This design comes from an exercise in tuning for small area on the open sky130 flow, not from production work. Only simulation tests tie the RTL to the original design; equivalence was not proved. Power figures rest on the tool's default switching activity, not on a simulated workload.

## acc
module acc (
    input  wire        clk,
    input  wire        rst,
    input  wire        req_valid,
    input  wire [31:0] req_word,
    output wire        rsp_valid,
    output wire [31:0] rsp_word
);
For scale: ~370 cells after synthesis, about 2000 µm² of cells after synthesis.
Settings: LEC_CHECK=0, CAP_MARGIN=20, CORE_MARGIN=2, CORE_UTILIZATION=40, SLEW_MARGIN=20; clock period 20.0 ns.
standard.sh (not shown) runs the stock make flow with config.mk's settings and CLKGATE_MAP_FILE= SYNTH_SCRIPT=/design/flow/synth_recipe.tcl, a recipe that flattens the netlist after the stock synthesis.
==> flow/flow/run.sh <==
#!/bin/bash
# Own layout flow: the standard synthesis, then the combinational logic
# between the registers re-optimised for area with ABC (registers kept as
# they are, with their names and cell types; several ABC seeds, the smallest
# result kept), then the standard layout steps, with one tie cell for the
# constant outputs and buf_1 port buffers.
set -euo pipefail
HERE=$(pwd)
RES=$HERE/orfs/results/$FLOW_PLATFORM/acc/base
YOSYS=$FLOW_HOME/../tools/install/yosys/bin/yosys
[ -x "$YOSYS" ] || YOSYS=$(command -v yosys)
LIB=$FLOW_HOME/platforms/sky130hd/lib/sky130_fd_sc_hd__tt_025C_1v80.lib

bash standard.sh synth > $HERE/1_synth_std.log 2>&1
cp $RES/1_2_yosys.v $HERE/1_2_yosys_std.v

SEEDS=$(seq 1 16)
run_seed() {
  sed "s/@SEED@/$1/" $HERE/flow/area.abc > $HERE/area_$1.abc
  LIB=$LIB IN=$HERE/1_2_yosys_std.v OUT=$HERE/1_2_yosys_opt_$1.v ABC_SCRIPT=$HERE/area_$1.abc \
    $YOSYS -c $HERE/flow/resynth.tcl > $HERE/resynth_$1.log 2>&1 || true
}
# four ABC runs at a time (the layout's share of the machine)
for round in 0 1 2 3; do
  for i in 1 2 3 4; do run_seed $((round * 4 + i)) & done
  wait
done
best=""; best_area=""
for s in $SEEDS; do
  a=$(awk '/Chip area for module/ {print $NF}' $HERE/1_2_yosys_opt_$s.v.stat 2>/dev/null || true)
  [ -n "$a" ] || continue
  echo "seed $s: area $a" >> $HERE/resynth_pick.log
  if [ -z "$best" ] || awk -v a=$a -v b=$best_area 'BEGIN{exit !(a<b)}'; then best=$s; best_area=$a; fi
done
echo "picked seed $best ($best_area)" >> $HERE/resynth_pick.log
cp $HERE/1_2_yosys_opt_$best.v $RES/1_2_yosys.v
rm -f $RES/1_synth.odb $RES/1_synth.sdc
bash standard.sh SKIP_REPAIR_TIE_FANOUT=1 \
  "BUFFER_PORTS_ARGS=-buffer_cell sky130_fd_sc_hd__buf_1" \
  "CTS_ARGS=-sink_clustering_enable -repair_clock_nets -dont_use_dummy_load -buf_list sky130_fd_sc_hd__clkbuf_4" \
  finish > $HERE/layout.log 2>&1
Other scripts of this flow, unchanged in this note and not shown: flow/flow/area.abc, flow/flow/resynth.tcl
The starting point ran to the end with no violations.
Edit:
--- a/flow/flow/run.sh
+++ b/flow/flow/run.sh
@@ -17 +17 @@
-SEEDS=$(seq 1 16)
+SEEDS="1 2 3 4 5 6 7 8"
@@ -23,5 +23,4 @@
-# four ABC runs at a time (the layout's share of the machine)
-for round in 0 1 2 3; do
-  for i in 1 2 3 4; do run_seed $((round * 4 + i)) & done
-  wait
-done
+for s in 1 2 3 4; do run_seed $s & done
+wait
+for s in 5 6 7 8; do run_seed $s & done
+wait
First-iteration DRC count does not change.
Non-clock buffer count does not change.
Die area does not change.
Global-route usage does not change.
Wire length stays the same.
Area after synthesis is unchanged.
Combinational power stays flat.
Power does not change.

* * *

acc, a different RTL version from the one above (not shown whole).
Size in the first run: roughly 410 cells after synthesis, about 68 I/O pins, about 2300 um2 of cells after synthesis.
clock: 20.0 ns
lec_check: 0
cap_margin: 20
core_margin: 2
core_utilization: 40
slew_margin: 20
==> flow/flow/run.sh <==
#!/bin/bash
# Own layout flow: the standard synthesis, then the combinational logic
# between the registers re-optimised for area with ABC (registers kept as
# they are, with their names and cell types), then the standard layout
# steps, with one tie cell for the constant outputs and buf_1 port buffers.
set -euo pipefail
HERE=$(pwd)
RES=$HERE/orfs/results/$FLOW_PLATFORM/acc/base
YOSYS=$FLOW_HOME/../tools/install/yosys/bin/yosys
[ -x "$YOSYS" ] || YOSYS=$(command -v yosys)

bash standard.sh synth > $HERE/1_synth_std.log 2>&1
cp $RES/1_2_yosys.v $HERE/1_2_yosys_std.v

LIB=$FLOW_HOME/platforms/sky130hd/lib/sky130_fd_sc_hd__tt_025C_1v80.lib \
IN=$HERE/1_2_yosys_std.v OUT=$HERE/1_2_yosys_opt.v ABC_SCRIPT=$HERE/flow/area.abc \
  $YOSYS -c $HERE/flow/resynth.tcl > $HERE/resynth.log 2>&1

cp $HERE/1_2_yosys_opt.v $RES/1_2_yosys.v
rm -f $RES/1_synth.odb $RES/1_synth.sdc
bash standard.sh SKIP_REPAIR_TIE_FANOUT=1 \
  "BUFFER_PORTS_ARGS=-buffer_cell sky130_fd_sc_hd__buf_1" \
  "CTS_BUF_LIST=sky130_fd_sc_hd__clkbuf_1 sky130_fd_sc_hd__clkbuf_2" \
  finish > $HERE/layout.log 2>&1
Other scripts of this flow, unchanged in this note and not shown: flow/flow/area.abc, flow/flow/resynth.tcl
The starting point finished clean.
==> next run, changes <==
--- a/flow/flow/run.sh
+++ b/flow/flow/run.sh
@@ -21,4 +21,4 @@
 bash standard.sh SKIP_REPAIR_TIE_FANOUT=1 \
   "BUFFER_PORTS_ARGS=-buffer_cell sky130_fd_sc_hd__buf_1" \
-  "CTS_BUF_LIST=sky130_fd_sc_hd__clkbuf_1 sky130_fd_sc_hd__clkbuf_2" \
+  "CTS_BUF_LIST=sky130_fd_sc_hd__clkbuf_2" \
   finish > $HERE/layout.log 2>&1
Outcome: The changed run ran to the end with no violations. Routed wire length hardly moves. Clock-buffer cell count does not change. Core utilization stays flat. Die area does not change.

## separate check: timing with driven ports
In the flow no input, the clock included, has a driving cell. The finished layouts below were timed again as built, in two steps. Step 1 assumes that a clkbuf_16 drives the clock port and a buf_2 every other input. Step 2 times the ports against the registers' clock, not the clock port: input delays grow and output delays shrink by t, the midpoint of the rising clock arrivals with the driver on. Three values: no drivers, after step 1, after step 2; two values: the first two.
| run | t, ns | slack for setup (ns) | hold slack, ns | worst register clock-pin slew, ns | cell pins on the clock port's net |
|---|---|---|---|---|---|
| the first run of note 1 | 0.269 | 7.402 / 7.380 / 7.380 | 0.484 / 0.484 / 0.484 | 0.06 / 0.06 | 1 |
| the second run of note 1 | 0.269 | 7.402 / 7.380 / 7.380 | 0.484 / 0.484 / 0.484 | 0.06 / 0.06 | 1 |
| the first run of note 2 | 0.269 | 6.967 / 6.943 / 6.943 | 0.524 / 0.524 / 0.524 | 0.12 / 0.12 | 1 |
| the second run of note 2 | 0.270 | 6.917 / 6.893 / 6.893 | 0.523 / 0.523 / 0.523 | 0.12 / 0.12 | 1 |
After both steps setup and hold are still met in every run listed.
